Source: an optimization exercise on an open RTL-to-GDS flow (aim: small area, a short achievable clock period and few clock cycles per item). Production flows keep margins and buffers that such runs may drop. In this exercise RTL edits were held to simulation tests only and were not proved equivalent to the original. Power figures rest on the tool's default switching activity, not on a simulated workload.

==> flow/design.v <==
module ymodem_rx_unit (
    input  wire        clk,
    input  wire        rst,           
    input  wire        cmd_valid,
    output wire        cmd_ready,
    input  wire [15:0] cmd,
    output reg         res_valid,
    output reg  [1:0]  res_st,        
    output reg  [31:0] res_val,
    output reg  [1:0]  res_tx_n,      
    output wire [7:0]  res_tx0,
    output reg  [7:0]  res_tx1,
    output reg  [1:0]  res_ev_n,      
    output reg  [2:0]  res_ev0,
    output reg  [2:0]  res_ev1,
    output wire [3:0]  res_ev_code,   
    output reg         res_pay        
);
    localparam IDLE = 0, LEAD = 1, SEQ = 2, CMP = 3, DATA = 4, CRCH = 5,
               CRCL = 6, PURGE = 7, DONE = 8, FAILED = 9;
    function [15:0] crc_step;
        input [15:0] c;
        input [7:0]  d;
        integer i;
        begin
            crc_step = c ^ {d, 8'h00};
            for (i = 0; i < 8; i = i + 1)
                crc_step = crc_step[15] ? ((crc_step << 1) ^ 16'h1021) : (crc_step << 1);
        end
    endfunction
    reg        fault;
    reg [15:0] crc_acc;
    reg [9:0]  ph;            
    reg [7:0]  rx_exp;
    reg        rx_hdr;
    reg        rx_big;
    reg [1:0]  rx_eotc;
    reg [1:0]  rx_canc;
    reg [2:0]  rx_retry;
    reg [3:0]  rx_err;
    reg [15:0] rx_crc;        
    reg [9:0]  rx_cnt;
    reg        rx_nz;         
    reg [1:0]  rx_pend;       
    wire [7:0] c_op  = cmd[15:8];
    wire [7:0] c_imm = cmd[7:0];
    wire       c_v   = cmd_valid & ~rst;
    wire       c_z   = (c_imm == 8'd0);
    wire c_hi0 = (c_op[7:4] == 4'h0);
    wire c_hi1 = (c_op[7:4] == 4'h1);
    wire c_hi3 = (c_op[7:4] == 4'h3);
    wire c_lo0 = (c_op[3:0] == 4'h0);
    wire c_lo1 = (c_op[3:0] == 4'h1);
    wire c_lo2 = (c_op[3:0] == 4'h2);
    wire c_lo3 = (c_op[3:0] == 4'h3);
    wire c_lo4 = (c_op[3:0] == 4'h4);
    wire c_sys   = c_hi0 & (c_lo1 | c_lo2) & c_z;
    wire c_legal = (c_hi0 & c_lo0 & c_z) | (c_hi1 & (c_lo0 | c_lo2) & c_z) | (c_hi1 & c_lo1)
                 | (c_hi3 & (c_lo0 | c_lo2 | c_lo3 | c_lo4) & c_z) | (c_hi3 & c_lo1);
    wire c_sx  = (c_imm == 8'h01) | (c_imm == 8'h02);
    wire c_eot = (c_imm == 8'h04);
    wire c_can = (c_imm == 8'h18);
    reg       cv;             
    reg [7:0] imm;            
    reg       op_reset, op_gf, op_bad, st_flt;
    reg       e_cinit, e_cbyte, e_cread, e_start, rxb, tmo, e_abort, e_status;
    reg       d_sx, d_eot, d_can, d_oth;
    reg       lo_ok;          
    wire fault_nx = ~op_reset & (fault | op_bad);
    wire c_run    = c_v & ~fault_nx;
    always @(posedge clk) begin
        cv       <= c_v;
        imm      <= c_imm;
        op_reset <= c_v & c_hi0 & c_lo1 & c_z;
        op_gf    <= c_v & c_hi0 & c_lo2 & c_z;
        op_bad   <= c_v & ~c_sys & ~c_legal;
        st_flt   <= ~c_sys & (~c_legal | fault_nx);
        e_cinit  <= c_run & c_hi1 & c_lo0 & c_z;
        e_cbyte  <= c_run & c_hi1 & c_lo1;
        e_cread  <= c_run & c_hi1 & c_lo2 & c_z;
        e_start  <= c_run & c_hi3 & c_lo0 & c_z;
        rxb      <= c_run & c_hi3 & c_lo1;
        tmo      <= c_run & c_hi3 & c_lo2 & c_z;
        e_abort  <= c_run & c_hi3 & c_lo3 & c_z;
        e_status <= c_run & c_hi3 & c_lo4 & c_z;
        d_sx     <= c_sx;
        d_eot    <= c_eot;
        d_can    <= c_can;
        d_oth    <= ~(c_sx | c_eot | c_can);
        lo_ok    <= (c_imm == rx_crc[7:0]);
    end
    wire ph_act    = ph[LEAD] | ph[SEQ] | ph[CMP] | ph[DATA] | ph[CRCH] | ph[CRCL];
    wire ph_off    = ph[IDLE] | ph[DONE] | ph[FAILED];
    wire last      = rx_big ? (&rx_cnt) : (&rx_cnt[6:0]);
    wire pend_ok   = (rx_pend == 2'd0);
    wire chk_ok    = pend_ok & lo_ok;
    wire crcl      = rxb & ph[CRCL];
    wire acc       = crcl & chk_ok;
    wire null_hdr  = ~rx_hdr & ~rx_nz;
    wire acc_null  = acc & null_hdr;
    wire acc_blk   = acc & ~null_hdr;
    wire lead      = rxb & ph[LEAD];
    wire lead_sx   = lead & d_sx;
    wire eot_lead  = lead & d_eot;
    wire can_lead  = lead & d_can;
    wire eot_done  = eot_lead & rx_eotc[0];
    wire can_fail  = can_lead & rx_canc[0];
    wire nak_lead  = lead & d_oth;
    wire nak_crcl  = crcl & ~chk_ok;
    wire nak_tmo   = tmo & ph_act;
    wire nak       = nak_lead | nak_crcl | nak_tmo;
    wire at_limit  = rx_retry[2] & ~rx_retry[0];         
    wire nak_fail  = nak & at_limit;
    wire nak_purge = nak & ~at_limit;
    wire [3:0] nak_reason = tmo ? 4'd4 : nak_lead ? 4'd5 :
                            ~pend_ok ? {2'b00, rx_pend} : 4'd3;
    wire abort     = e_abort & (ph_act | ph[PURGE]);
    wire purge_end = tmo & ph[PURGE];
    wire ctl       = e_start | tmo | e_abort;             
    wire rxk       = rxb | ctl;
    wire [9:0] ph_n;
    assign ph_n[IDLE]   = ph[IDLE] & ~e_start;
    assign ph_n[LEAD]   = e_start | purge_end | acc_blk
                        | (ph[LEAD] & ~tmo & ~e_abort
                           & ~(rxb & (d_sx | d_oth | (d_eot & rx_eotc[0]) | (d_can & rx_canc[0]))));
    assign ph_n[SEQ]    = lead_sx | (ph[SEQ] & ~rxk);
    assign ph_n[CMP]    = (rxb & ph[SEQ]) | (ph[CMP] & ~rxk);
    assign ph_n[DATA]   = (rxb & ph[CMP]) | (ph[DATA] & ~ctl & ~(rxb & last));
    assign ph_n[CRCH]   = (rxb & ph[DATA] & last) | (ph[CRCH] & ~rxk);
    assign ph_n[CRCL]   = (rxb & ph[CRCH]) | (ph[CRCL] & ~rxk);
    assign ph_n[PURGE]  = nak_purge | (ph[PURGE] & ~ctl);
    assign ph_n[DONE]   = eot_done | acc_null | (ph[DONE] & ~e_start);
    assign ph_n[FAILED] = can_fail | nak_fail | abort | (ph[FAILED] & ~e_start);
    wire clr = rst | op_reset;
    wire [3:0] ph_code = {ph[DONE] | ph[FAILED],
                          ph[DATA] | ph[CRCH] | ph[CRCL] | ph[PURGE],
                          ph[SEQ] | ph[CMP] | ph[CRCL] | ph[PURGE],
                          ph[LEAD] | ph[CMP] | ph[CRCH] | ph[PURGE] | ph[FAILED]};
    reg tx_c, tx_nak, ev_abort, ev_can;
    assign res_tx0     = {1'b0, tx_c, 1'b0, tx_nak, 1'b0, ~tx_c, ~tx_nak, tx_c | tx_nak};
    assign res_ev_code = {ev_abort, ~ev_abort, ~ev_abort, ev_can};
    always @(posedge clk) begin
        res_valid <= cv & ~rst;
        res_st <= st_flt ? 2'd2 : (rxb & ph_off) ? 2'd1 : 2'd0;
        res_val <= 32'd0;
        if (op_gf)
            res_val[0] <= fault;
        else if (e_cread)
            res_val[15:0] <= crc_acc;
        else if (e_status)
            res_val[25:0] <= {rx_big, rx_hdr, rx_exp, rx_canc, rx_eotc,
                              1'b0, rx_retry, rx_err, ph_code};
        res_tx_n <= {acc_blk & ~rx_hdr,
                     e_start | eot_lead | can_lead | (acc_blk & rx_hdr) | purge_end};
        tx_c <= e_start;
        tx_nak <= tmo | (~ph[CRCL] & imm[2] & ~rx_eotc[0]);
        res_tx1 <= 8'h43;
        res_ev_n <= {acc_null, acc_blk | eot_done | can_fail | nak_fail | abort};
        res_ev0  <= acc ? (rx_hdr ? 3'd3 : rx_nz ? 3'd1 : 3'd2) :
                    eot_done ? 3'd4 : 3'd5;
        res_ev1  <= 3'd4;
        ev_abort <= e_abort;
        ev_can   <= d_can;
        res_pay <= rxb & ph[DATA];
        if (clr) begin
            fault    <= 1'b0;
            crc_acc  <= 16'd0;
            ph       <= 10'd1;
            rx_exp   <= 8'd0;
            rx_hdr   <= 1'b0;
            rx_big   <= 1'b0;
            rx_eotc  <= 2'd0;
            rx_canc  <= 2'd0;
            rx_retry <= 3'd0;
            rx_err   <= 4'd0;
        end else begin
            if (op_bad)
                fault <= 1'b1;
            if (e_cinit)
                crc_acc <= 16'd0;
            if (e_cbyte)
                crc_acc <= crc_step(crc_acc, imm);
            ph <= ph_n;
            if (e_start) begin
                rx_exp   <= 8'd0;
                rx_hdr   <= 1'b0;
                rx_big   <= 1'b0;
            end
            if (lead_sx)
                rx_big <= imm[1];
            if (acc_blk) begin
                rx_hdr <= 1'b1;
                rx_exp <= rx_exp + 8'd1;
            end
            if (e_start | nak_tmo | (lead & ~d_eot))
                rx_eotc <= 2'd0;
            else if (eot_lead)
                rx_eotc <= rx_eotc + 2'd1;
            if (e_start | nak_tmo | (lead & ~d_can))
                rx_canc <= 2'd0;
            else if (can_lead)
                rx_canc <= rx_canc + 2'd1;
            if (e_start | acc)
                rx_retry <= 3'd0;
            else if (nak)
                rx_retry <= rx_retry + 3'd1;
            if (e_start | acc)
                rx_err <= 4'd0;
            else if (nak_fail)
                rx_err <= 4'd6;
            else if (nak_purge)
                rx_err <= nak_reason;
            else if (can_fail)
                rx_err <= 4'd7;
            else if (abort)
                rx_err <= 4'd8;
        end
        if (rxb) begin
            if (ph[SEQ])
                rx_crc[7:0] <= imm;
            if (ph[CMP]) begin
                rx_crc  <= 16'd0;
                rx_cnt  <= 10'd0;
                rx_nz   <= 1'b0;
                rx_pend <= (imm != ~rx_crc[7:0]) ? 2'd1 :
                           (rx_crc[7:0] != rx_exp) ? 2'd2 : 2'd0;
            end
            if (ph[DATA]) begin
                rx_crc <= crc_step(rx_crc, imm);
                rx_cnt <= rx_cnt + 10'd1;
                if (imm != 8'd0) rx_nz <= 1'b1;
            end
            if (ph[CRCH] & pend_ok & (imm != rx_crc[15:8]))
                rx_pend <= 2'd3;
        end
    end
    assign cmd_ready = 1'b1;
endmodule
==> flow/flow/run.sh <==
#!/bin/bash
# The standard layout (standard.sh), with two changes:
#  - the extra ORFS settings of flow/extra.mk are appended to config.mk;
#  - synthesis is the standard flow's synthesis script with ABC's mapping script replaced
#    by flow/abc_area.script (an area-oriented mapping); only the combinational
#    mapping changes, the registers are those of the standard synthesis.
set -o pipefail
cat flow/extra.mk >> config.mk
{
  head -n 1 synth_recipe.tcl
  cat <<EOT
proc abc {args} {
  set i [lsearch -exact \$args -script]
  if {\$i >= 0} { lset args [expr {\$i + 1}] $PWD/flow/abc_area.script }
  yosys abc {*}\$args
}
EOT
  tail -n +2 synth_recipe.tcl
} > flow_synth.tcl
sed "s|SYNTH_SCRIPT=[^ ]*|SYNTH_SCRIPT=$PWD/flow_synth.tcl|" standard.sh > flow_standard.sh
bash flow_standard.sh > standard.log 2>&1
==> flow/flow/abc_area.script <==
strash
&get -n
&st
&dch
&nf -a
&put
buffer -c
topo
stime -c
upsize -c
dnsize -c
==> flow/flow/extra.mk <==
export BUFFER_PORTS_ARGS = -buffer_cell sky130_fd_sc_hd__buf_2
export DONT_USE_CELLS += sky130_fd_sc_hd__or4_1 sky130_fd_sc_hd__or4_2 sky130_fd_sc_hd__or4_4 sky130_fd_sc_hd__or4b_1 sky130_fd_sc_hd__or4b_2 sky130_fd_sc_hd__or4b_4 sky130_fd_sc_hd__or4bb_1 sky130_fd_sc_hd__or4bb_2 sky130_fd_sc_hd__or4bb_4 sky130_fd_sc_hd__nor4_1 sky130_fd_sc_hd__nor4_2 sky130_fd_sc_hd__nor4_4 sky130_fd_sc_hd__nor4b_1 sky130_fd_sc_hd__nor4b_2 sky130_fd_sc_hd__nor4b_4 sky130_fd_sc_hd__nor4bb_1 sky130_fd_sc_hd__nor4bb_2 sky130_fd_sc_hd__nor4bb_4 sky130_fd_sc_hd__or3_1 sky130_fd_sc_hd__or3_2 sky130_fd_sc_hd__or3_4 sky130_fd_sc_hd__or3b_1 sky130_fd_sc_hd__or3b_2 sky130_fd_sc_hd__or3b_4 sky130_fd_sc_hd__a2111oi_0 sky130_fd_sc_hd__a2111oi_1 sky130_fd_sc_hd__a2111oi_2 sky130_fd_sc_hd__a2111oi_4 sky130_fd_sc_hd__a2111o_1 sky130_fd_sc_hd__a2111o_2 sky130_fd_sc_hd__a2111o_4 sky130_fd_sc_hd__clkdlybuf4s50_1 sky130_fd_sc_hd__clkdlybuf4s50_2
export ABC_CLOCK_PERIOD_IN_PS = 2000
export SETUP_SLACK_MARGIN = 2.25
export CTS_ARGS = -sink_clustering_enable -repair_clock_nets -root_buf sky130_fd_sc_hd__clkbuf_16 -buf_list {sky130_fd_sc_hd__clkbuf_8} -dont_use_dummy_load
export ABC_AREA = 1
==> flow/standard.sh <==
#!/bin/bash
# synth_recipe.tcl (not shown) runs the flow's synth.tcl, then flattens the netlist and writes it again
# the make line also repeats each setting of config.mk as NAME=value (left out here)
make -C /OpenROAD-flow-scripts/flow DESIGN_CONFIG=/design/flow/config.mk WORK_HOME=/design/flow/orfs CLKGATE_MAP_FILE= SYNTH_SCRIPT=/design/flow/synth_recipe.tcl "${@:-finish}"
==> flow/config.mk <==
export PLATFORM = sky130hd
export DESIGN_NAME = ymodem_rx_unit
export DESIGN_NICKNAME = ymodem_rx_unit
export VERILOG_FILES = /design/flow/design.v
export SDC_FILE = /design/flow/constraint.sdc
export NUM_CORES = 4
export LEC_CHECK = 0
export CAP_MARGIN = 20
export CORE_MARGIN = 2
export CORE_UTILIZATION = 40
export SLEW_MARGIN = 20
export BUFFER_PORTS_ARGS = -buffer_cell sky130_fd_sc_hd__buf_2
export DONT_USE_CELLS += sky130_fd_sc_hd__or4_1 sky130_fd_sc_hd__or4_2 sky130_fd_sc_hd__or4_4 sky130_fd_sc_hd__or4b_1 sky130_fd_sc_hd__or4b_2 sky130_fd_sc_hd__or4b_4 sky130_fd_sc_hd__or4bb_1 sky130_fd_sc_hd__or4bb_2 sky130_fd_sc_hd__or4bb_4 sky130_fd_sc_hd__nor4_1 sky130_fd_sc_hd__nor4_2 sky130_fd_sc_hd__nor4_4 sky130_fd_sc_hd__nor4b_1 sky130_fd_sc_hd__nor4b_2 sky130_fd_sc_hd__nor4b_4 sky130_fd_sc_hd__nor4bb_1 sky130_fd_sc_hd__nor4bb_2 sky130_fd_sc_hd__nor4bb_4 sky130_fd_sc_hd__or3_1 sky130_fd_sc_hd__or3_2 sky130_fd_sc_hd__or3_4 sky130_fd_sc_hd__or3b_1 sky130_fd_sc_hd__or3b_2 sky130_fd_sc_hd__or3b_4 sky130_fd_sc_hd__a2111oi_0 sky130_fd_sc_hd__a2111oi_1 sky130_fd_sc_hd__a2111oi_2 sky130_fd_sc_hd__a2111oi_4 sky130_fd_sc_hd__a2111o_1 sky130_fd_sc_hd__a2111o_2 sky130_fd_sc_hd__a2111o_4 sky130_fd_sc_hd__clkdlybuf4s50_1 sky130_fd_sc_hd__clkdlybuf4s50_2
export ABC_CLOCK_PERIOD_IN_PS = 2000
export SETUP_SLACK_MARGIN = 2.25
export CTS_ARGS = -sink_clustering_enable -repair_clock_nets -root_buf sky130_fd_sc_hd__clkbuf_16 -buf_list {sky130_fd_sc_hd__clkbuf_8} -dont_use_dummy_load
export ABC_AREA = 1
==> flow/constraint.sdc <==
create_clock -name core_clock -period 4.0 [get_ports {clk}]
set_input_delay 0.8000 -clock core_clock [delete_from_list [all_inputs] [get_ports {clk}]]
set_output_delay 0.8000 -clock core_clock [all_outputs]
set_load 0.01 [all_outputs]
==> results of run 1 <==
==> layout make-up <==
type	count	area, µm²	area share, %
timing repair buffer	72	397	5.72
multi-input combinational	467	2830	40.7
tap	188	235	3.39
clock buffer	17	245	3.53
inverter	11	41.3	0.595
sequential	144	3200	46.1
==> per-layer routing <==
layer,GRT usage (%),vias to the layer above,wire (µm)
met5,0,-,0
met4,7.03,0,225
met3,4.99,18,651
met2,29.7,123,7180
met1,21.6,2225,6270
li1,-,2311,-
==> state kept, by name, summed over array words and instances, names as in the netlist, 2 cells and up <==
signal,cells
res_ev_n,2
res_tx_n,2
rx_err,4
rx_exp,8
rx_cnt,10
res_ev0,3
res_val,26
crc_acc,16
rx_pend,2
rx_eotc,2
rx_canc,2
ph,10
res_st,2
imm,8
rx_retry,3
rx_crc,16
==> repair_timing <==
item | in CTS | in global routing
cloned | 0 | 0
endpoints found under the setup margin | 77 | 55
endpoints found under the hold margin | 0 | 0
pin swaps | 0 | 3
buffers inserted | 0 | 6
resized for setup | 12 | 25
==> cell usage in the layout, fill, tap and decap left out, types with 3 or more instances in the layout <==
cell	instances
ha_1	3
o41ai_1	3
a21oi_1	28
nor3_1	13
o21ai_0	20
a211oi_1	5
buf_4	6
and2_1	18
edfxtp_1	29
nor2b_1	4
dfxtp_2	12
a22oi_1	18
nand2_1	68
nand4_1	9
a31oi_1	9
nand2b_1	3
nor3b_1	5
buf_2	64
xor2_1	32
conb_1	21
inv_1	8
a21o_1	3
a22o_1	8
clkbuf_8	16
inv_2	3
nor2_2	3
and3_1	8
nand3_1	19
nor2_1	83
dfxtp_1	101
xnor2_1	33
o21ai_1	10
==> report_power, final <==
group | total (mW) | switching, mW | leakage [nW] | internal [mW]
Clock | 0.858 | 0.458 | 0.127 | 0.400
Combinational | 0.109 | 0.0675 | 1.35 | 0.0417
Sequential | 1.50 | 0.0137 | 1.18 | 1.48
==> stage by stage <==
stage / power, mW / hold slack [ns] / utilization (%) / worst slack [ns]
after global placement: 1.63 / 0.354 / 42.9 / 1.75
after global routing: 2.56 / 0.354 / 45.6 / 2.24
after floorplan: 1.62 / 0.331 / - / 2.25
after CTS: 2.48 / 0.351 / 44.7 / 2.26
after detailed placement: 1.63 / 0.353 / 42.9 / 1.63
final: 2.46 / 0.345 / 45.6 / 2.30
==> final timing paths <==
path | startpoint | endpoint | slack [ns]
worst max register to register | imm[5]$_DFF_P_ | rx_crc[6]$_DFFE_PP_ | 2.32
worst max-delay path | tx_c$_DFF_P_ | res_tx0[0] | 2.30
worst min register to register | st_flt$_DFF_P_ | res_st[1]$_SDFF_PP1_ | 0.34
worst min-delay path | st_flt$_DFF_P_ | res_st[1]$_SDFF_PP1_ | 0.34
==> logic make-up (layout without fill, tap and decap cells) <==
logic type | after synthesis | after routing | share of synthesized area, %
fa+ha+maj | 3 | 3 | 0.604
other cells | 2 | 21 | 0.121
buf+inv | 71 | 100 | 6.40
compound gates | 120 | 120 | 12.3
mux | 1 | 1 | 0.161
flops | 144 | 144 | 51.0
xor+xnor | 69 | 69 | 9.96
simple gates | 253 | 253 | 19.5
==> worst reg2reg max path, delay by kind of cell, from the launching register on <==
kind	cells	cell delay [ns]
xor gates and xnor gates	3	0.75
AOI/OAI and AO/OA	1	0.20
DFF	1	0.49
==> flow_summary.json, run 1 <==
{
  "coreArea_mm2": 0.0152,
  "final_cells": 899,
  "routedWlPerCell_um": 15.9,
  "power.leakage_nw": 2.66,
  "outcome": "complete, no violations",
  "synthTopCellsByArea": "dfxtp_1 (37%), edfxtp_1 (14%), nor2_1 (5.1%)",
  "skew_ns": 0.0297,
  "grt_max_degree": 39,
  "path_depth": 3,
  "grt_pass1_vias": 4467,
  "worstSkewPairLatency_ns": 0.37,
  "max_freq_mhz": 587,
  "die_h_um": 129,
  "place_congestion": 0.868,
  "vias_per_cell": 5.20,
  "ys_seq_area_share_pct": 51.0,
  "nets": 735,
  "critical_path_buf_inv_count": 2,
  "min_period_ns": 1.70,
  "synth_cell_types": 56,
  "syn_avg_cell_area_um2": 9.38,
  "htree_levels": 4,
  "critPathLaunchType": "flop",
  "yosysTopAreaCell": "dfxtp_1",
  "ys_warn_count": 1,
  "required_ns": 3.20,
  "ir_worst_vdd_mv": 0.232,
  "cp_slowest_cell": "dfxtp_2",
  "synth-seq-cells": 144,
  "row_count": 45,
  "antenna_found_initial": 0,
  "power_density_mw_per_mm2": 355,
  "hold_viol_final": 0,
  "worst_pin_slew_ns": 0.697,
  "critPathArrivalTime_ns": 0.90,
  "max_cap_viol_count": 0,
  "synth_edf_count": 29,
  "track_usage_pct": 17.7,
  "max-slew-margin-rel_pct": 53.4,
  "setup_violations": 0,
  "place_inst": 876,
  "cts-root-buf": "clkbuf_16",
  "io_buffers": 64,
  "grt_pass1_wl_mm": 22.5,
  "cp_top_family": "flip-flops",
  "rsz0062_at_grt": "true",
  "syn_area_mm2": 0.00622,
  "io_pins": 86,
  "critical_path_class": "flop to output pin",
  "fin_setup_tns_ns": 0,
  "crit_chain": "inv_2 -> nand2_1 -> buf_2",
  "numCtsBuffers": 17,
  "wl_mm": 14.3,
  "yosysMostFrequentCell": "dfxtp_1",
  "area_growth_syn_to_layout_pct": 11.6,
  "hold_buffers": 0,
  "cts_tree": "done",
  "drt-initial-drc-count": 320,
  "route.vias.total": 4677,
  "die_w_um": 129,
  "clk_pin_slew_worst_paths_ns": 0.07,
  "hpwl_mm": 10.5,
  "reg2regPathDepth": 4,
  "dieArea_mm2": 0.0166,
  "max_stage_delay_ns": 0.33,
  "ys_async_sr_fraction_pct": 0,
  "antenna_cells": 0,
  "cts_sinks": 144,
  "crit_fanout": 2,
  "fin_area_mm2": 0.00694,
  "synthCells": 663,
  "final.fill_count": 1455,
  "start_util_pct": 40.9,
  "ant_nets": 0,
  "synth.top_cell.area_share_pct": 37.0,
  "clockBufferDepth": 2,
  "drc": 0,
  "hold_depth": 0,
  "min_period_over_period_pct": 42.6,
  "placed_area_mm2": 0.00652,
  "synth-main-ff-cell": "dfxtp_1",
  "synth_commonest_cells": "dfxtp_1 (115), nor2_1 (85), nand2_1 (68)",
  "drv_slew": 0,
  "drive_gt1_share_pct": 18.4,
  "grt-ovfl-total": 0,
  "first_pass_iters": 5,
  "hold_path.class": "flop to flop",
  "cp-end-kind": "output pin"
}
Testbench counts, summed over its fixed seeds: cycles 41,589, commands 41,581.
==> run 2: changes to the inputs <==
==> flow/flow/extra.mk (replaced) <==
export BUFFER_PORTS_ARGS = -buffer_cell sky130_fd_sc_hd__buf_2
export DONT_USE_CELLS += sky130_fd_sc_hd__or4_1 sky130_fd_sc_hd__or4_2 sky130_fd_sc_hd__or4_4 sky130_fd_sc_hd__or4b_1 sky130_fd_sc_hd__or4b_2 sky130_fd_sc_hd__or4b_4 sky130_fd_sc_hd__or4bb_1 sky130_fd_sc_hd__or4bb_2 sky130_fd_sc_hd__or4bb_4 sky130_fd_sc_hd__nor4_1 sky130_fd_sc_hd__nor4_2 sky130_fd_sc_hd__nor4_4 sky130_fd_sc_hd__nor4b_1 sky130_fd_sc_hd__nor4b_2 sky130_fd_sc_hd__nor4b_4 sky130_fd_sc_hd__nor4bb_1 sky130_fd_sc_hd__nor4bb_2 sky130_fd_sc_hd__nor4bb_4 sky130_fd_sc_hd__or3_1 sky130_fd_sc_hd__or3_2 sky130_fd_sc_hd__or3_4 sky130_fd_sc_hd__or3b_1 sky130_fd_sc_hd__or3b_2 sky130_fd_sc_hd__or3b_4 sky130_fd_sc_hd__a2111oi_0 sky130_fd_sc_hd__a2111oi_1 sky130_fd_sc_hd__a2111oi_2 sky130_fd_sc_hd__a2111oi_4 sky130_fd_sc_hd__a2111o_1 sky130_fd_sc_hd__a2111o_2 sky130_fd_sc_hd__a2111o_4 sky130_fd_sc_hd__clkdlybuf4s50_1 sky130_fd_sc_hd__clkdlybuf4s50_2
export ABC_CLOCK_PERIOD_IN_PS = 2000
export SETUP_SLACK_MARGIN = 2.15
export CTS_ARGS = -sink_clustering_enable -repair_clock_nets -root_buf sky130_fd_sc_hd__clkbuf_16 -buf_list {sky130_fd_sc_hd__clkbuf_8} -dont_use_dummy_load
export ABC_AREA = 1
--- a/flow/config.mk
+++ b/flow/config.mk
@@ -13,5 +13,5 @@
 export DONT_USE_CELLS += sky130_fd_sc_hd__or4_1 sky130_fd_sc_hd__or4_2 sky130_fd_sc_hd__or4_4 sky130_fd_sc_hd__or4b_1 sky130_fd_sc_hd__or4b_2 sky130_fd_sc_hd__or4b_4 sky130_fd_sc_hd__or4bb_1 sky130_fd_sc_hd__or4bb_2 sky130_fd_sc_hd__or4bb_4 sky130_fd_sc_hd__nor4_1 sky130_fd_sc_hd__nor4_2 sky130_fd_sc_hd__nor4_4 sky130_fd_sc_hd__nor4b_1 sky130_fd_sc_hd__nor4b_2 sky130_fd_sc_hd__nor4b_4 sky130_fd_sc_hd__nor4bb_1 sky130_fd_sc_hd__nor4bb_2 sky130_fd_sc_hd__nor4bb_4 sky130_fd_sc_hd__or3_1 sky130_fd_sc_hd__or3_2 sky130_fd_sc_hd__or3_4 sky130_fd_sc_hd__or3b_1 sky130_fd_sc_hd__or3b_2 sky130_fd_sc_hd__or3b_4 sky130_fd_sc_hd__a2111oi_0 sky130_fd_sc_hd__a2111oi_1 sky130_fd_sc_hd__a2111oi_2 sky130_fd_sc_hd__a2111oi_4 sky130_fd_sc_hd__a2111o_1 sky130_fd_sc_hd__a2111o_2 sky130_fd_sc_hd__a2111o_4 sky130_fd_sc_hd__clkdlybuf4s50_1 sky130_fd_sc_hd__clkdlybuf4s50_2
 export ABC_CLOCK_PERIOD_IN_PS = 2000
-export SETUP_SLACK_MARGIN = 2.25
+export SETUP_SLACK_MARGIN = 2.15
 export CTS_ARGS = -sink_clustering_enable -repair_clock_nets -root_buf sky130_fd_sc_hd__clkbuf_16 -buf_list {sky130_fd_sc_hd__clkbuf_8} -dont_use_dummy_load
 export ABC_AREA = 1
==> run 2 against run 1 <==
Compared with the run above:
- critical path depth increased by 4
- core utilization decreased by 0.72 points
- critical endpoint is now op_bad$_DFF_P_
- sequential cell count unchanged
- highest routed layer unchanged
==> flow_summary.json, run 2 <==
{
  "outcome": "complete, no violations",
  "grt_pass1_wl_mm": 22.5,
  "first_pass_iters": 5,
  "place_congestion": 0.878,
  "reg2regPathDepth": 6,
  "fin_area_mm2": 0.00683,
  "ys_seq_area_share_pct": 51.0,
  "max_cap_viol_count": 0,
  "synth_edf_count": 29,
  "crit_end": "op_bad$_DFF_P_",
  "wl_mm": 14.3,
  "dpl_worst_slack_ns": 1.68,
  "routed-wl-met2_mm": 7.09,
  "ant_nets": 0,
  "numCtsBuffers": 17,
  "crit_fanout": 4,
  "r2r_start": "rxb$_DFF_P_",
  "reg2reg_slack_ns": 2.28,
  "synth-seq-cells": 144,
  "rsz0062_at_grt": "true",
  "hold_viol_final": 0,
  "antenna_cells": 0,
  "cts_tree": "done",
  "vias_per_cell": 5.26,
  "cts_sinks": 144,
  "yosysMostFrequentCell": "dfxtp_1",
  "yosysTopAreaCell": "dfxtp_1",
  "drv_slew": 0,
  "critical_path_buf_inv_count": 1,
  "area_growth_syn_to_layout_pct": 9.82,
  "power.leakage_nw": 2.63,
  "htree_levels": 4,
  "placed_area_mm2": 0.00651,
  "cp_top_family": "simple AND/OR/NAND/NOR gates",
  "dieArea_mm2": 0.0166,
  "p_clk_share_pct": 34.8,
  "drive_gt1_share_pct": 15.8,
  "p_sw_share_pct": 21.8,
  "critPathArrivalTime_ns": 2.01,
  "worst_pin_slew_ns": 0.730,
  "coreArea_mm2": 0.0152,
  "worst_slack_ns": 2.26,
  "setup_violations": 0,
  "drt-initial-drc-count": 449,
  "skew_ns": 0.0334,
  "clk_pin_slew_worst_paths_ns": 0.08,
  "p_seq_share_pct": 60.8,
  "max-slew-margin-rel_pct": 51.2,
  "wl_met3_um": 729,
  "hold_path.class": "flop to flop",
  "synth.top_cell.area_share_pct": 37.0,
  "drt-met1-wl_mm": 6.18,
  "io_pins": 86,
  "p_int_mw": 1.92,
  "ir_worst_vdd_mv": 0.245,
  "path_depth": 7,
  "largest_reg_flops": 26,
  "synth-main-ff-cell": "dfxtp_1",
  "worstSkewPairLatency_ns": 0.37,
  "grt_max_degree": 39,
  "min_period_ns": 1.74,
  "synth_commonest_cells": "dfxtp_1 (115), nor2_1 (85), nand2_1 (68)",
  "cp-end-kind": "flop",
  "synthCells": 663,
  "antenna_found_initial": 0,
  "reg_top3": "res_val: 26 flops, crc_acc: 16 flops, rx_crc: 16 flops",
  "crit_chain": "buf_2 -> nor3_1 -> nor2b_2 -> and3_1 -> nand2_1 -> a21oi_1 -> nor3b_1",
  "max_freq_mhz": 575,
  "hold_buffers": 0,
  "mostFrequentLayoutCells": "dfxtp_1 (108), nor2_1 (84), nand2_1 (68)",
  "max_stage_delay_ns": 0.32,
  "critPathLaunch": "cmd[5]",
  "synthTopCellsByArea": "dfxtp_1 (37%), edfxtp_1 (14%), nor2_1 (5.1%)",
  "p_switching_mw": 0.536,
  "track_usage_pct": 17.6,
  "power_density_mw_per_mm2": 360,
  "die_h_um": 129,
  "ys_warn_count": 1,
  "fin_setup_tns_ns": 0,
  "critical_path_class": "input port to flop",
  "start_util_pct": 40.9,
  "required_ns": 4.27,
  "min_period_over_period_pct": 43.5,
  "row_count": 45,
  "hpwl_mm": 10.4,
  "top_register": "res_val",
  "grt-ovfl-total": 0,
  "grt_pass1_vias": 4425,
  "reg2reg_to": "rx_exp[6]$_SDFFE_PP0P_",
  "combPwrFrac_pct": 4.3,
  "drc": 0,
  "cts-root-buf": "clkbuf_16",
  "routedWlPerCell_um": 16.0,
  "die_w_um": 129,
  "syn_avg_cell_area_um2": 9.38,
  "mostFrequentLayoutCell": "dfxtp_1",
  "route.vias.total": 4711,
  "ys_async_sr_fraction_pct": 0,
  "clockBufferDepth": 2,
  "critPathLaunchType": "input port",
  "nets": 731,
  "routed.top_layer": "met4",
  "io_buffers": 64,
  "cp_slowest_cell": "nor2b_2",
  "synth_cell_types": 56,
  "syn_area_mm2": 0.00622
}
-- run 2: cell counts after synthesis --
No cell type changed its count.
-- run 2: cells by family after synthesis --
logic type,share of synthesized area (%)
AOI/OAI and AO/OA,12.3
xor gates and xnor gates,9.96
adders and majority gates,0.604
buffers and inverters,6.40
DFF,51.0
muxes,0.161
other,0.121
and+or+nand+nor,19.5
-- run 2: how the worst min path moves through the flow --
stage                     cells after the start                   end  slack [ns]            from
after floorplan                               0  res_st[1]$_SDFF_PP1_        0.33  st_flt$_DFF_P_
after global placement                        0  res_st[1]$_SDFF_PP1_        0.36  st_flt$_DFF_P_
after detailed placement                      0  res_st[1]$_SDFF_PP1_        0.37  st_flt$_DFF_P_
after CTS                                     0  res_st[1]$_SDFF_PP1_        0.39  st_flt$_DFF_P_
after global routing                          0  res_st[1]$_SDFF_PP1_        0.40  st_flt$_DFF_P_
final                                         0        ev_can$_DFF_P_        0.38   d_can$_DFF_P_
-- run 2: worst register-to-register path: cells and delay by family (launching register included) --
kind            cells  cell delay, ns
flops               1            0.58
simple gates        3            0.68
buf+inv             1            0.10
compound gates      2            0.25
-- run 2: timing repair --
action	4_1_cts	5_1_grt
buffers inserted	0	2
gates resized for setup	6	12
endpoints found under the setup margin	53	48
-- run 2: power groups by stage --
stage          sequential (mW)  combinational [mW]  clock [mW]
2_1_floorplan             1.52              0.0984           0
3_3_place_gp              1.53               0.103           0
3_5_place_dp              1.53               0.105           0
4_1_cts                   1.49               0.106       0.882
5_1_grt                   1.50               0.118       0.934
6_report                  1.50               0.107       0.857
-- run 2: through the flow --
step                instances  hold WS [ns]  util [%]  power, mW
floorplan                 682         0.331         -       1.62
global placement          876         0.363      42.8       1.63
detailed placement        876         0.367      42.8       1.63
CTS                       893         0.387      44.6       2.48
global route              895         0.401      44.9       2.55
finish                    895         0.385      44.9       2.46
-- run 2: per-layer routing --
metal	track usage [%]	up-vias
li1	-	2290
met3	4.53	22
met4	6.07	0
met2	29.9	149
met5	0	-
met1	21.7	2250
-- run 2: area by class of cell --
| type | count | area (µm²) |
|---|---|---|
| flip-flops and latches | 144 | 3180 |
| repair buffers | 68 | 354 |
| well taps | 188 | 235 |
| multi-input cells | 467 | 2770 |
| inverters | 11 | 41.3 |
| clock buffers | 17 | 245 |
| fillers | 1485 | 8370 |
==> run 3: changes to the inputs <==
==> flow/flow/extra.mk (replaced) <==
export BUFFER_PORTS_ARGS = -buffer_cell sky130_fd_sc_hd__buf_2
export DONT_USE_CELLS += sky130_fd_sc_hd__or4_1 sky130_fd_sc_hd__or4_2 sky130_fd_sc_hd__or4_4 sky130_fd_sc_hd__or4b_1 sky130_fd_sc_hd__or4b_2 sky130_fd_sc_hd__or4b_4 sky130_fd_sc_hd__or4bb_1 sky130_fd_sc_hd__or4bb_2 sky130_fd_sc_hd__or4bb_4 sky130_fd_sc_hd__nor4_1 sky130_fd_sc_hd__nor4_2 sky130_fd_sc_hd__nor4_4 sky130_fd_sc_hd__nor4b_1 sky130_fd_sc_hd__nor4b_2 sky130_fd_sc_hd__nor4b_4 sky130_fd_sc_hd__nor4bb_1 sky130_fd_sc_hd__nor4bb_2 sky130_fd_sc_hd__nor4bb_4 sky130_fd_sc_hd__or3_1 sky130_fd_sc_hd__or3_2 sky130_fd_sc_hd__or3_4 sky130_fd_sc_hd__or3b_1 sky130_fd_sc_hd__or3b_2 sky130_fd_sc_hd__or3b_4 sky130_fd_sc_hd__a2111oi_0 sky130_fd_sc_hd__a2111oi_1 sky130_fd_sc_hd__a2111oi_2 sky130_fd_sc_hd__a2111oi_4 sky130_fd_sc_hd__a2111o_1 sky130_fd_sc_hd__a2111o_2 sky130_fd_sc_hd__a2111o_4 sky130_fd_sc_hd__clkdlybuf4s50_1 sky130_fd_sc_hd__clkdlybuf4s50_2
export ABC_CLOCK_PERIOD_IN_PS = 2000
export SETUP_SLACK_MARGIN = 2.35
export CTS_ARGS = -sink_clustering_enable -repair_clock_nets -root_buf sky130_fd_sc_hd__clkbuf_16 -buf_list {sky130_fd_sc_hd__clkbuf_8} -dont_use_dummy_load
export ABC_AREA = 1
--- a/flow/config.mk
+++ b/flow/config.mk
@@ -13,5 +13,5 @@
 export DONT_USE_CELLS += sky130_fd_sc_hd__or4_1 sky130_fd_sc_hd__or4_2 sky130_fd_sc_hd__or4_4 sky130_fd_sc_hd__or4b_1 sky130_fd_sc_hd__or4b_2 sky130_fd_sc_hd__or4b_4 sky130_fd_sc_hd__or4bb_1 sky130_fd_sc_hd__or4bb_2 sky130_fd_sc_hd__or4bb_4 sky130_fd_sc_hd__nor4_1 sky130_fd_sc_hd__nor4_2 sky130_fd_sc_hd__nor4_4 sky130_fd_sc_hd__nor4b_1 sky130_fd_sc_hd__nor4b_2 sky130_fd_sc_hd__nor4b_4 sky130_fd_sc_hd__nor4bb_1 sky130_fd_sc_hd__nor4bb_2 sky130_fd_sc_hd__nor4bb_4 sky130_fd_sc_hd__or3_1 sky130_fd_sc_hd__or3_2 sky130_fd_sc_hd__or3_4 sky130_fd_sc_hd__or3b_1 sky130_fd_sc_hd__or3b_2 sky130_fd_sc_hd__or3b_4 sky130_fd_sc_hd__a2111oi_0 sky130_fd_sc_hd__a2111oi_1 sky130_fd_sc_hd__a2111oi_2 sky130_fd_sc_hd__a2111oi_4 sky130_fd_sc_hd__a2111o_1 sky130_fd_sc_hd__a2111o_2 sky130_fd_sc_hd__a2111o_4 sky130_fd_sc_hd__clkdlybuf4s50_1 sky130_fd_sc_hd__clkdlybuf4s50_2
 export ABC_CLOCK_PERIOD_IN_PS = 2000
-export SETUP_SLACK_MARGIN = 2.15
+export SETUP_SLACK_MARGIN = 2.35
 export CTS_ARGS = -sink_clustering_enable -repair_clock_nets -root_buf sky130_fd_sc_hd__clkbuf_16 -buf_list {sky130_fd_sc_hd__clkbuf_8} -dont_use_dummy_load
 export ABC_AREA = 1
==> run 3 against run 2 <==
Compared with the run above:
- worst hold slack worse by 0.014 ns
- sequential cell count unchanged
- critical path depth shrank 4
- power increased by 0.41%
- clock power hardly changed
- global-route usage rose by 0.58 points
- cell area rose by 6.1%
- synthesized area is the same
- sequential power about the same
- non-clock buffer count is 9 higher
- cell count is 1.1% higher
- largest power group unchanged
- highest routed layer unchanged
==> flow_summary.json, run 3 <==
{
  "synthXorXnorAreaFrac_pct": 9.96,
  "largest_reg_flops": 26,
  "critPathArrivalTime_ns": 0.89,
  "worst_pin_slew_ns": 0.717,
  "reg2reg_to": "rx_exp[6]$_SDFFE_PP0P_",
  "ant_nets": 0,
  "grt_pass1_vias": 4451,
  "yosysMostFrequentCell": "dfxtp_1",
  "synth_compound_area_share_pct": 12.3,
  "outcome": "complete, no violations",
  "start_util_pct": 40.9,
  "cp_slowest_cell": "dfxtp_2",
  "nets": 741,
  "synthMuxAreaShare_pct": 0.161,
  "top_register": "res_val",
  "mostFrequentLayoutCell": "dfxtp_1",
  "power.leakage_nw": 2.74,
  "dieArea_mm2": 0.0166,
  "place_congestion": 0.890,
  "io_pins": 86,
  "routedWlPerCell_um": 16.4,
  "syn_area_mm2": 0.00622,
  "mostFrequentLayoutCells": "dfxtp_1 (91), nor2_1 (82), nand2_1 (66)",
  "synth_cell_types": 56,
  "crit_chain": "inv_2 -> nand2_1 -> buf_2",
  "numCtsBuffers": 17,
  "min_period_ns": 1.69,
  "critPathLaunchType": "flop",
  "synth_edf_count": 29,
  "cts_tree": "done",
  "setup_violations": 0,
  "cts_sinks": 144,
  "drt-initial-drc-count": 303,
  "worstSkewPairLatency_ns": 0.37,
  "max_cap_viol_count": 0,
  "min_period_over_period_pct": 42.3,
  "required_ns": 3.20,
  "drc": 0,
  "clockBufferDepth": 2,
  "ys_seq_area_share_pct": 51.0,
  "synth.top_cell.area_share_pct": 37.0,
  "synth_commonest_cells": "dfxtp_1 (115), nor2_1 (85), nand2_1 (68)",
  "die_w_um": 129,
  "crit_fanout": 2,
  "final.fill_count": 1450,
  "drv_slew": 0,
  "clk_pin_slew_worst_paths_ns": 0.07,
  "hold_buffers": 0,
  "rsz0062_at_grt": "true",
  "cts-root-buf": "clkbuf_16",
  "synth-main-ff-cell": "dfxtp_1",
  "grt_pass1_wl_mm": 23.0,
  "row_count": 45,
  "hpwl_mm": 10.5,
  "io_buffers": 64,
  "max_stage_delay_ns": 0.32,
  "synthCells": 663,
  "cp-end-kind": "output pin",
  "reg2regPathDepth": 7,
  "dpl_worst_slack_ns": 1.86,
  "ys_async_sr_fraction_pct": 0,
  "grt-ovfl-total": 0,
  "grt_max_degree": 30,
  "hold_depth": 0,
  "ys_warn_count": 1,
  "track_usage_pct": 18.2,
  "route.vias.total": 4748,
  "power_density_mw_per_mm2": 341,
  "synthTopCellsByArea": "dfxtp_1 (37%), edfxtp_1 (14%), nor2_1 (5.1%)",
  "ir_worst_vdd_mv": 0.195,
  "drive_gt1_share_pct": 25.2,
  "r2r_start": "rx_pend[1]$_SDFFCE_PP1P_",
  "wl_mm": 14.9,
  "max_freq_mhz": 591,
  "syn_avg_cell_area_um2": 9.38,
  "min_to": "res_st[1]$_SDFF_PP1_",
  "yosys.area_share.adder_pct": 0.604,
  "htree_levels": 4,
  "yosysTopAreaCell": "dfxtp_1",
  "vias_per_cell": 5.25,
  "antenna_found_initial": 0,
  "skew_ns": 0.0336,
  "hold_viol_final": 0,
  "reg_top3": "res_val: 26 flops, crc_acc: 16 flops, rx_crc: 16 flops",
  "hold_path.class": "flop to flop",
  "die_h_um": 129,
  "area_growth_syn_to_layout_pct": 16.6,
  "reg2reg_slack_ns": 2.35,
  "min_from": "st_flt$_DFF_P_",
  "synth_simple_gate_area_share_pct": 19.5,
  "max-slew-margin-rel_pct": 52.1,
  "first_pass_iters": 5,
  "critical_path_class": "flop to output pin",
  "fin_setup_tns_ns": 0,
  "antenna_cells": 0,
  "synth-seq-cells": 144,
  "coreArea_mm2": 0.0152,
  "worst_slack_ns": 2.31,
  "synth_top_family_by_area": "simple AND/OR/NAND/NOR gates"
}
[run 3: cell types whose count changed in the layout (fill, tap and decap cells not counted), sizes merged]
cell / delta
buf: +9
or2: +1
[run 3: per-stage QoR]
stage | hold slack (ns) | instances | power (mW) | cell area (µm²) | utilization, %
final | 0.371 | 905 | 2.47 | 7250 | 47.7
after global routing | 0.377 | 905 | 2.55 | 7250 | 47.7
after CTS | 0.366 | 900 | 2.49 | 6970 | 45.9
after detailed placement | 0.351 | 876 | 1.64 | 6560 | 43.1
after global placement | 0.341 | 876 | 1.64 | 6560 | 43.1
after floorplan | 0.331 | 682 | 1.62 | 6350 | -
[run 3: kinds of logic after synthesis]
logic type      Yosys count
compound gates          120
mux                       1
simple gates            253
xor+xnor                 69
fa+ha+maj                 3
other cells               2
buf+inv                  71
flops                   144
[run 3: final cells by class]
class                      count  area, µm²  share of cell area (%)
sequential                   144       3210                    44.3
clock buffer                  17        245                    3.38
multi-input combinational    468       3030                    41.9
tap                          188        235                    3.24
inverter                      11       46.3                   0.639
timing repair buffer          77        475                    6.56
[run 3: worst max path at each step]
stage / start / endpoint / slack, ns
4_1_cts: tx_c$_DFF_P_ / res_tx0[0] / 2.28
3_5_place_dp: ph[4]$_SDFF_PP0_ / rx_crc[1]$_DFFE_PP_ / 1.86
6_report: tx_nak$_DFF_P_ / res_tx0[0] / 2.31
5_1_grt: rx_pend[1]$_SDFFCE_PP1P_ / rx_exp[6]$_SDFFE_PP0P_ / 2.24
2_1_floorplan: cmd[5] / op_bad$_DFF_P_ / 2.35
3_3_place_gp: ph[4]$_SDFF_PP0_ / rx_crc[0]$_DFFE_PP_ / 1.96
[run 3: what timing repair did]
item	in CTS	in global routing
setup endpoints to repair	96	79
pin swaps	4	20
setup buffers	6	5
gates cloned	1	0
resized for setup	37	54
[run 3: worst max-delay path, delay by kind of cell, from the launching register on]
| kind | cells | cell delay [ns] |
|---|---|---|
| buffers and inverters | 2 | 0.17 |
| and+or+nand+nor | 1 | 0.04 |
| DFF | 1 | 0.32 |
[run 3: power breakdown]
group	switching [mW]	internal (mW)
clock network	0.455	0.400
logic	0.0711	0.0454
registers	0.0155	1.48
[run 3: per-layer routing]
layer | GRT usage (%) | wire (µm) | up-vias
met1 | 22.4 | 6470 | 2296
met3 | 4.82 | 577 | 14
li1 | - | - | 2320
met4 | 6.01 | 228 | 0
met5 | 0 | 0 | -
met2 | 31.0 | 7570 | 118
==> run 4: changes to the inputs <==
==> flow/flow/extra.mk (replaced) <==
export BUFFER_PORTS_ARGS = -buffer_cell sky130_fd_sc_hd__buf_2
export DONT_USE_CELLS += sky130_fd_sc_hd__or4_1 sky130_fd_sc_hd__or4_2 sky130_fd_sc_hd__or4_4 sky130_fd_sc_hd__or4b_1 sky130_fd_sc_hd__or4b_2 sky130_fd_sc_hd__or4b_4 sky130_fd_sc_hd__or4bb_1 sky130_fd_sc_hd__or4bb_2 sky130_fd_sc_hd__or4bb_4 sky130_fd_sc_hd__nor4_1 sky130_fd_sc_hd__nor4_2 sky130_fd_sc_hd__nor4_4 sky130_fd_sc_hd__nor4b_1 sky130_fd_sc_hd__nor4b_2 sky130_fd_sc_hd__nor4b_4 sky130_fd_sc_hd__nor4bb_1 sky130_fd_sc_hd__nor4bb_2 sky130_fd_sc_hd__nor4bb_4 sky130_fd_sc_hd__or3_1 sky130_fd_sc_hd__or3_2 sky130_fd_sc_hd__or3_4 sky130_fd_sc_hd__or3b_1 sky130_fd_sc_hd__or3b_2 sky130_fd_sc_hd__or3b_4 sky130_fd_sc_hd__a2111oi_0 sky130_fd_sc_hd__a2111oi_1 sky130_fd_sc_hd__a2111oi_2 sky130_fd_sc_hd__a2111oi_4 sky130_fd_sc_hd__a2111o_1 sky130_fd_sc_hd__a2111o_2 sky130_fd_sc_hd__a2111o_4 sky130_fd_sc_hd__clkdlybuf4s50_1 sky130_fd_sc_hd__clkdlybuf4s50_2
export ABC_CLOCK_PERIOD_IN_PS = 2000
export SETUP_SLACK_MARGIN = 2.25
export CTS_ARGS = -sink_clustering_enable -repair_clock_nets -root_buf sky130_fd_sc_hd__clkbuf_16 -buf_list {sky130_fd_sc_hd__clkbuf_8} -dont_use_dummy_load
export ABC_AREA = 1
--- a/flow/config.mk
+++ b/flow/config.mk
@@ -8,10 +8,10 @@
 export CAP_MARGIN = 20
 export CORE_MARGIN = 2
-export CORE_UTILIZATION = 40
+export CORE_UTILIZATION = 60
 export SLEW_MARGIN = 20
 export BUFFER_PORTS_ARGS = -buffer_cell sky130_fd_sc_hd__buf_2
 export DONT_USE_CELLS += sky130_fd_sc_hd__or4_1 sky130_fd_sc_hd__or4_2 sky130_fd_sc_hd__or4_4 sky130_fd_sc_hd__or4b_1 sky130_fd_sc_hd__or4b_2 sky130_fd_sc_hd__or4b_4 sky130_fd_sc_hd__or4bb_1 sky130_fd_sc_hd__or4bb_2 sky130_fd_sc_hd__or4bb_4 sky130_fd_sc_hd__nor4_1 sky130_fd_sc_hd__nor4_2 sky130_fd_sc_hd__nor4_4 sky130_fd_sc_hd__nor4b_1 sky130_fd_sc_hd__nor4b_2 sky130_fd_sc_hd__nor4b_4 sky130_fd_sc_hd__nor4bb_1 sky130_fd_sc_hd__nor4bb_2 sky130_fd_sc_hd__nor4bb_4 sky130_fd_sc_hd__or3_1 sky130_fd_sc_hd__or3_2 sky130_fd_sc_hd__or3_4 sky130_fd_sc_hd__or3b_1 sky130_fd_sc_hd__or3b_2 sky130_fd_sc_hd__or3b_4 sky130_fd_sc_hd__a2111oi_0 sky130_fd_sc_hd__a2111oi_1 sky130_fd_sc_hd__a2111oi_2 sky130_fd_sc_hd__a2111oi_4 sky130_fd_sc_hd__a2111o_1 sky130_fd_sc_hd__a2111o_2 sky130_fd_sc_hd__a2111o_4 sky130_fd_sc_hd__clkdlybuf4s50_1 sky130_fd_sc_hd__clkdlybuf4s50_2
 export ABC_CLOCK_PERIOD_IN_PS = 2000
-export SETUP_SLACK_MARGIN = 2.35
+export SETUP_SLACK_MARGIN = 2.25
 export CTS_ARGS = -sink_clustering_enable -repair_clock_nets -root_buf sky130_fd_sc_hd__clkbuf_16 -buf_list {sky130_fd_sc_hd__clkbuf_8} -dont_use_dummy_load
 export ABC_AREA = 1
==> run 4 against run 3 <==
Compared with the run above:
- maximum frequency is 7.6% lower
- die area is 32% lower
- global-route usage is 7.7 points higher
- worst hold slack better by 0.0089 ns
- sequential share of layout area is 2.0 points higher
==> flow_summary.json, run 4 <==
{
  "outcome": "complete, no violations",
  "required_ns": 4.08,
  "cp-end-kind": "flop",
  "critical_path_class": "flop to flop",
  "crit_chain": "or2_2 -> o41ai_1 -> o21ai_0",
  "regArea_mm2": 0.00319,
  "numCtsBuffers": 17,
  "row_count": 37,
  "critical_path_buf_inv_count": 0,
  "p_int_mw": 1.93,
  "ir_worst_vdd_mv": 0.355,
  "ys_seq_area_share_pct": 51.0,
  "die_h_um": 106,
  "mostFrequentLayoutCells": "dfxtp_1 (103), nor2_1 (83), nand2_1 (68)",
  "grt_max_degree": 39,
  "max-slew-margin-rel_pct": 51.7,
  "vias_per_cell": 5.60,
  "syn_avg_cell_area_um2": 9.38,
  "p_switching_mw": 0.533,
  "critPathLaunchType": "flop",
  "cp_top_family": "compound AO/OA/AOI/OAI gates",
  "multi_input_area_mm2": 0.00286,
  "htree_levels": 4,
  "reg_top3": "res_val: 26 flops, crc_acc: 16 flops, rx_crc: 16 flops",
  "reg2regPathDepth": 3,
  "hold_buffers": 0,
  "ant_nets": 0,
  "coreArea_mm2": 0.0102,
  "max_stage_delay_ns": 0.66,
  "antenna_found_initial": 0,
  "grt_pass1_vias": 4479,
  "cts_tree": "done",
  "synthCells": 663,
  "io_buffers": 64,
  "yosysMostFrequentCell": "dfxtp_1",
  "ys_async_sr_fraction_pct": 0,
  "reg2reg_slack_ns": 2.17,
  "routedWlPerCell_um": 16.4,
  "drc": 0,
  "route.vias.total": 4746,
  "dieArea_mm2": 0.0112,
  "track_usage_pct": 25.9,
  "die_w_um": 106,
  "max_cap_viol_count": 0,
  "synth-main-ff-cell": "dfxtp_1",
  "grt_pass1_wl_mm": 22.2,
  "max_freq_mhz": 546,
  "ys_warn_count": 1,
  "power.leakage_nw": 2.67,
  "combPwrFrac_pct": 4.5,
  "hpwl_mm": 9.97,
  "power_mw": 2.46,
  "crit_fanout": 5,
  "synth-seq-cells": 144,
  "p_clk_share_pct": 34.5,
  "p_seq_share_pct": 60.9,
  "power_density_mw_per_mm2": 356,
  "synth.top_cell.area_share_pct": 37.0,
  "worst_pin_slew_ns": 0.716,
  "cp_slowest_cell": "o41ai_1",
  "clockBufferDepth": 2,
  "min_period_ns": 1.83,
  "rsz0062_at_grt": "true",
  "fin_util_pct": 67.7,
  "area_growth_syn_to_layout_pct": 10.8,
  "drt-initial-drc-count": 310,
  "synthTopCellsByArea": "dfxtp_1 (37%), edfxtp_1 (14%), nor2_1 (5.1%)",
  "synth_edf_count": 29,
  "min_period_over_period_pct": 45.8,
  "io_pins": 86,
  "clk_pin_slew_worst_paths_ns": 0.06,
  "final.fill_count": 852,
  "place_congestion": 0.843,
  "antenna_cells": 0,
  "fin_setup_tns_ns": 0,
  "largest_reg_flops": 26,
  "synth_cell_types": 56,
  "worstSkewPairLatency_ns": 0.38,
  "skew_ns": 0.0195,
  "grt-ovfl-total": 0,
  "mostFrequentLayoutCell": "dfxtp_1",
  "yosysTopAreaCell": "dfxtp_1",
  "p_sw_share_pct": 21.7,
  "wl_mm": 13.9,
  "drv_slew": 0,
  "first_pass_iters": 5,
  "path_depth": 3,
  "drive_gt1_share_pct": 19.2,
  "nets": 736,
  "hold_viol_final": 0,
  "critPathArrivalTime_ns": 1.91,
  "synth_commonest_cells": "dfxtp_1 (115), nor2_1 (85), nand2_1 (68)",
  "hold_depth": 0,
  "syn_area_mm2": 0.00622,
  "hold_path.class": "flop to flop",
  "top_register": "res_val",
  "cts_sinks": 144,
  "cts-root-buf": "clkbuf_16",
  "setup_violations": 0,
  "start_util_pct": 61.1
}
-- run 4: cell counts after synthesis --
Identical to the previous run, type by type.
-- run 4: routing by layer --
metal / track usage (%) / vias up / part of all wire, %
li1: - / 2304 / -
met1: 32.8 / 2236 / 44
met2: 41.2 / 172 / 47
met3: 7.42 / 34 / 6.2
met4: 11.7 / 0 / 3.2
met5: 0 / - / 0
-- run 4: kinds of logic after synthesis --
kind of cell,after synthesis,synth area share [%]
AO/OA/AOI/OAI,120,12.3
XOR/XNOR,69,9.96
buffers and inverters,71,6.40
AND/OR/NAND/NOR,253,19.5
other,2,0.121
adder cells (fa/ha/maj),3,0.604
flip-flops,144,51.0
multiplexers,1,0.161
-- run 4: power groups by stage --
stage / logic [mW] / registers (mW) / clock network, mW
floorplan: 0.0987 / 1.52 / 0
global placement: 0.102 / 1.53 / 0
detailed placement: 0.104 / 1.53 / 0
CTS: 0.106 / 1.50 / 0.869
global route: 0.123 / 1.50 / 0.925
finish: 0.111 / 1.50 / 0.849
-- run 4: area by class of cell --
cell class | instances | share of cell area, %
clock buffer | 17 | 3.56
inverter | 11 | 0.635
multi-input combinational | 468 | 41.4
sequential | 144 | 46.3
timing repair buffer | 72 | 5.63
tap | 136 | 2.47
-- run 4: path summary, 6_finish.rpt --
check / start / end
max reg2reg: imm[0]$_DFF_P_ / rx_nz$_DFFE_PP_
min: st_flt$_DFF_P_ / res_st[1]$_SDFF_PP1_
min reg2reg: st_flt$_DFF_P_ / res_st[1]$_SDFF_PP1_
max: imm[0]$_DFF_P_ / rx_nz$_DFFE_PP_
-- run 4: worst reg2reg max path, cell delays in order (launching register included) --
cell     delay [ns]
dfxtp_1        0.39
or2_2          0.32
o41ai_1        0.66
o21ai_0        0.18
-- run 4: per-stage QoR --
| step | area, µm² | std cells | hold WS (ns) | setup WS, ns |
|---|---|---|---|---|
| global route | 6890 | 848 | 0.397 | 2.14 |
| floorplan | 6300 | 682 | 0.331 | 2.25 |
| global placement | 6460 | 825 | 0.368 | 1.74 |
| CTS | 6770 | 843 | 0.379 | 2.14 |
| detailed placement | 6460 | 825 | 0.365 | 1.66 |
| finish | 6890 | 848 | 0.379 | 2.17 |
-- run 4: what timing repair did --
action	CTS	global route
gates resized for setup	19	25
buffers inserted	1	4
gates cloned	0	1
pin swaps	0	8
setup endpoints to repair	57	46
hold endpoints to repair	0	0
==> run 5: changes to the inputs <==
==> flow/flow/extra.mk (replaced) <==
export BUFFER_PORTS_ARGS = -buffer_cell sky130_fd_sc_hd__buf_2
export DONT_USE_CELLS += sky130_fd_sc_hd__or4_1 sky130_fd_sc_hd__or4_2 sky130_fd_sc_hd__or4_4 sky130_fd_sc_hd__or4b_1 sky130_fd_sc_hd__or4b_2 sky130_fd_sc_hd__or4b_4 sky130_fd_sc_hd__or4bb_1 sky130_fd_sc_hd__or4bb_2 sky130_fd_sc_hd__or4bb_4 sky130_fd_sc_hd__nor4_1 sky130_fd_sc_hd__nor4_2 sky130_fd_sc_hd__nor4_4 sky130_fd_sc_hd__nor4b_1 sky130_fd_sc_hd__nor4b_2 sky130_fd_sc_hd__nor4b_4 sky130_fd_sc_hd__nor4bb_1 sky130_fd_sc_hd__nor4bb_2 sky130_fd_sc_hd__nor4bb_4 sky130_fd_sc_hd__or3_1 sky130_fd_sc_hd__or3_2 sky130_fd_sc_hd__or3_4 sky130_fd_sc_hd__or3b_1 sky130_fd_sc_hd__or3b_2 sky130_fd_sc_hd__or3b_4 sky130_fd_sc_hd__a2111oi_0 sky130_fd_sc_hd__a2111oi_1 sky130_fd_sc_hd__a2111oi_2 sky130_fd_sc_hd__a2111oi_4 sky130_fd_sc_hd__a2111o_1 sky130_fd_sc_hd__a2111o_2 sky130_fd_sc_hd__a2111o_4 sky130_fd_sc_hd__clkdlybuf4s50_1 sky130_fd_sc_hd__clkdlybuf4s50_2
export ABC_CLOCK_PERIOD_IN_PS = 2600
export SETUP_SLACK_MARGIN = 2.25
export CTS_ARGS = -sink_clustering_enable -repair_clock_nets -root_buf sky130_fd_sc_hd__clkbuf_16 -buf_list {sky130_fd_sc_hd__clkbuf_8} -dont_use_dummy_load
export ABC_AREA = 1
--- a/flow/config.mk
+++ b/flow/config.mk
@@ -8,9 +8,9 @@
 export CAP_MARGIN = 20
 export CORE_MARGIN = 2
-export CORE_UTILIZATION = 60
+export CORE_UTILIZATION = 40
 export SLEW_MARGIN = 20
 export BUFFER_PORTS_ARGS = -buffer_cell sky130_fd_sc_hd__buf_2
 export DONT_USE_CELLS += sky130_fd_sc_hd__or4_1 sky130_fd_sc_hd__or4_2 sky130_fd_sc_hd__or4_4 sky130_fd_sc_hd__or4b_1 sky130_fd_sc_hd__or4b_2 sky130_fd_sc_hd__or4b_4 sky130_fd_sc_hd__or4bb_1 sky130_fd_sc_hd__or4bb_2 sky130_fd_sc_hd__or4bb_4 sky130_fd_sc_hd__nor4_1 sky130_fd_sc_hd__nor4_2 sky130_fd_sc_hd__nor4_4 sky130_fd_sc_hd__nor4b_1 sky130_fd_sc_hd__nor4b_2 sky130_fd_sc_hd__nor4b_4 sky130_fd_sc_hd__nor4bb_1 sky130_fd_sc_hd__nor4bb_2 sky130_fd_sc_hd__nor4bb_4 sky130_fd_sc_hd__or3_1 sky130_fd_sc_hd__or3_2 sky130_fd_sc_hd__or3_4 sky130_fd_sc_hd__or3b_1 sky130_fd_sc_hd__or3b_2 sky130_fd_sc_hd__or3b_4 sky130_fd_sc_hd__a2111oi_0 sky130_fd_sc_hd__a2111oi_1 sky130_fd_sc_hd__a2111oi_2 sky130_fd_sc_hd__a2111oi_4 sky130_fd_sc_hd__a2111o_1 sky130_fd_sc_hd__a2111o_2 sky130_fd_sc_hd__a2111o_4 sky130_fd_sc_hd__clkdlybuf4s50_1 sky130_fd_sc_hd__clkdlybuf4s50_2
-export ABC_CLOCK_PERIOD_IN_PS = 2000
+export ABC_CLOCK_PERIOD_IN_PS = 2600
 export SETUP_SLACK_MARGIN = 2.25
 export CTS_ARGS = -sink_clustering_enable -repair_clock_nets -root_buf sky130_fd_sc_hd__clkbuf_16 -buf_list {sky130_fd_sc_hd__clkbuf_8} -dont_use_dummy_load
==> run 5 against run 4 <==
Compared with the run above:
- power increased by 0.26%
- still clean on timing, DRC and antenna
- sequential cell count unchanged
- worst hold slack got worse by 0.035 ns
- cell count increased by 6.0%
==> flow_summary.json, run 5 <==
{
  "fin_util_pct": 45.6,
  "die_w_um": 129,
  "ys_warn_count": 1,
  "synth_top_family_by_area": "simple AND/OR/NAND/NOR gates",
  "cts-root-buf": "clkbuf_16",
  "die_h_um": 129,
  "yosys.area_share.adder_pct": 0.604,
  "clockBufferDepth": 2,
  "hpwl_mm": 10.5,
  "cts_sinks": 144,
  "skew_ns": 0.0297,
  "hold_path.class": "flop to flop",
  "worst_pin_slew_ns": 0.697,
  "route.vias.total": 4677,
  "cts_tree": "done",
  "io_pins": 86,
  "drt-initial-drc-count": 320,
  "min_period_ns": 1.70,
  "hold_buffers": 0,
  "drc": 0,
  "ir_worst_vdd_mv": 0.232,
  "ys_seq_area_share_pct": 51.0,
  "synth.top_cell.area_share_pct": 37.0,
  "critPathLaunch": "tx_c$_DFF_P_",
  "ant_nets": 0,
  "clk_pin_slew_worst_paths_ns": 0.07,
  "routedWlPerCell_um": 15.9,
  "syn_area_mm2": 0.00622,
  "start_util_pct": 40.9,
  "max_cap_viol_count": 0,
  "largest_reg_flops": 26,
  "synth_edf_count": 29,
  "coreArea_mm2": 0.0152,
  "fin_setup_tns_ns": 0,
  "p_switching_mw": 0.540,
  "setup_violations": 0,
  "antenna_cells": 0,
  "numCtsBuffers": 17,
  "synthTopCellsByArea": "dfxtp_1 (37%), edfxtp_1 (14%), nor2_1 (5.1%)",
  "grt-ovfl-total": 0,
  "power.leakage_nw": 2.66,
  "power_density_mw_per_mm2": 355,
  "rsz0062_at_grt": "true",
  "nets": 735,
  "synthMuxAreaShare_pct": 0.161,
  "power_mw": 2.46,
  "area_growth_syn_to_layout_pct": 11.6,
  "grt_pass1_wl_mm": 22.5,
  "reg2regPathDepth": 4,
  "synthCells": 663,
  "drv_slew": 0,
  "hold_viol_final": 0,
  "r2r_start": "imm[5]$_DFF_P_",
  "synth-main-ff-cell": "dfxtp_1",
  "io_buffers": 64,
  "grt_max_degree": 39,
  "synth-seq-cells": 144,
  "syn_avg_cell_area_um2": 9.38,
  "dieArea_mm2": 0.0166,
  "max-slew-margin-rel_pct": 53.4,
  "grt_pass1_vias": 4467,
  "crit_fanout": 2,
  "synth_compound_area_share_pct": 12.3,
  "p_int_mw": 1.92,
  "synth_simple_gate_area_share_pct": 19.5,
  "drive_gt1_share_pct": 18.4,
  "required_ns": 3.20,
  "yosysTopAreaCell": "dfxtp_1",
  "wl_mm": 14.3,
  "place_congestion": 0.868,
  "cp-end-kind": "output pin",
  "synth_commonest_cells": "dfxtp_1 (115), nor2_1 (85), nand2_1 (68)",
  "final.fill_count": 1455,
  "antenna_found_initial": 0,
  "outcome": "complete, no violations",
  "critPathArrivalTime_ns": 0.90,
  "p_seq_share_pct": 60.7,
  "max_freq_mhz": 587,
  "ys_async_sr_fraction_pct": 0,
  "row_count": 45,
  "synthXorXnorAreaFrac_pct": 9.96,
  "mostFrequentLayoutCell": "dfxtp_1",
  "reg2reg_slack_ns": 2.32,
  "first_pass_iters": 5,
  "vias_per_cell": 5.20,
  "critical_path_class": "flop to output pin",
  "crit_end": "res_tx0[0]",
  "combPwrFrac_pct": 4.4,
  "worstSkewPairLatency_ns": 0.37,
  "p_sw_share_pct": 21.9,
  "critPathLaunchType": "flop",
  "top_register": "res_val",
  "reg2reg_to": "rx_crc[6]$_DFFE_PP_",
  "p_clk_share_pct": 34.8,
  "min_period_over_period_pct": 42.6,
  "htree_levels": 4,
  "mostFrequentLayoutCells": "dfxtp_1 (101), nor2_1 (83), nand2_1 (68)",
  "synth_cell_types": 56,
  "track_usage_pct": 17.7,
  "reg_top3": "res_val: 26 flops, crc_acc: 16 flops, rx_crc: 16 flops",
  "yosysMostFrequentCell": "dfxtp_1"
}
[run 5: worst min path at each step]
stage                     slack [ns]  depth (start not counted)                   end           start
final                           0.34                          0  res_st[1]$_SDFF_PP1_  st_flt$_DFF_P_
after floorplan                 0.33                          0  res_st[1]$_SDFF_PP1_  st_flt$_DFF_P_
after detailed placement        0.35                          0  res_st[1]$_SDFF_PP1_  st_flt$_DFF_P_
after global routing            0.35                          0  res_st[1]$_SDFF_PP1_  st_flt$_DFF_P_
after global placement          0.35                          0  res_st[1]$_SDFF_PP1_  st_flt$_DFF_P_
after CTS                       0.35                          0  res_st[1]$_SDFF_PP1_  st_flt$_DFF_P_
[run 5: timing repair]
item | in CTS | in global routing
setup endpoints to repair | 77 | 55
hold endpoints to repair | 0 | 0
setup buffers | 0 | 6
pin swaps | 0 | 3
resized for setup | 12 | 25
[run 5: power by group through the flow]
| stage | clock (mW) | sequential (mW) | combinational, mW |
|---|---|---|---|
| after CTS | 0.879 | 1.50 | 0.107 |
| after global routing | 0.939 | 1.50 | 0.121 |
| after detailed placement | 0 | 1.53 | 0.106 |
| after global placement | 0 | 1.53 | 0.103 |
| final | 0.858 | 1.50 | 0.109 |
| after floorplan | 0 | 1.52 | 0.0987 |
[run 5: worst max-delay path, stage by stage (launching register included)]
cell	delay, ns
dfxtp_2	0.33
inv_2	0.04
nand2_1	0.04
buf_2	0.13
[run 5: final cells by class]
cell class,count,area (µm²),share of cell area [%]
repair buffers,72,397,5.72
multi-input cells,467,2830,40.7
flip-flops and latches,144,3200,46.1
clock buffers,17,245,3.53
inverters,11,41.3,0.595
well taps,188,235,3.39
[run 5: kinds of logic (layout without fill, tap and decap cells)]
kind of cell / after synthesis / count (layout)
flip-flops: 144 / 144
AND/OR/NAND/NOR: 253 / 253
multiplexers: 1 / 1
other: 2 / 21
buffers and inverters: 71 / 100
XOR/XNOR: 69 / 69
adder cells (fa/ha/maj): 3 / 3
AO/OA/AOI/OAI: 120 / 120
[run 5: layer usage]
layer  vias to the layer above  global-route usage [%]  routed length [µm]
li1                       2311                       -                   -
met1                      2225                    21.6                6270
met2                       123                    29.7                7180
met3                        18                    4.99                 651
met4                         0                    7.03                 225
met5                         -                       0                   0
[run 5: through the flow]
stage | cells | cell area (µm²) | setup WS (ns) | hold slack [ns]
2_1_floorplan | 682 | 6300 | 2.25 | 0.331
3_3_place_gp | 876 | 6520 | 1.75 | 0.354
3_5_place_dp | 876 | 6520 | 1.63 | 0.353
4_1_cts | 893 | 6800 | 2.26 | 0.351
5_1_grt | 899 | 6940 | 2.24 | 0.354
6_report | 899 | 6940 | 2.30 | 0.345

## what the ideal ports hide
The flow's constraints put no driver on any port. The routed layouts listed below were extracted and timed again, unchanged, in two steps.
Step 1 sets driving cells, clkbuf_16 on the clock port and buf_2 on the other inputs (assumed; they add their load-dependent delay and slew).
Step 2 also shifts input and output timing later by t, the mid clock arrival at the registers, as if the neighbouring blocks saw the same clock.
Three values: ideal, step 1, step 2; two values: the first two.
run	shift t [ns]	slack for setup (ns)	worst slew at a driven data input, ns	cell pins on the clock port's net
run 1	0.394	2.295 / 2.256 / 1.933	0.03	1
run 2	0.397	2.261 / 2.247 / 1.882	0.03	1
run 3	0.398	2.308 / 2.265 / 2.036	0.03	1
run 4	0.404	2.168 / 2.168 / 1.955	0.03	1
run 5	0.394	2.295 / 2.256 / 1.933	0.03	1
After both steps setup and hold are still met in every run listed. For run 2, which loses most, drivers alone change the setup slack by -0.014 ns; drivers and shift together by -0.379 ns.
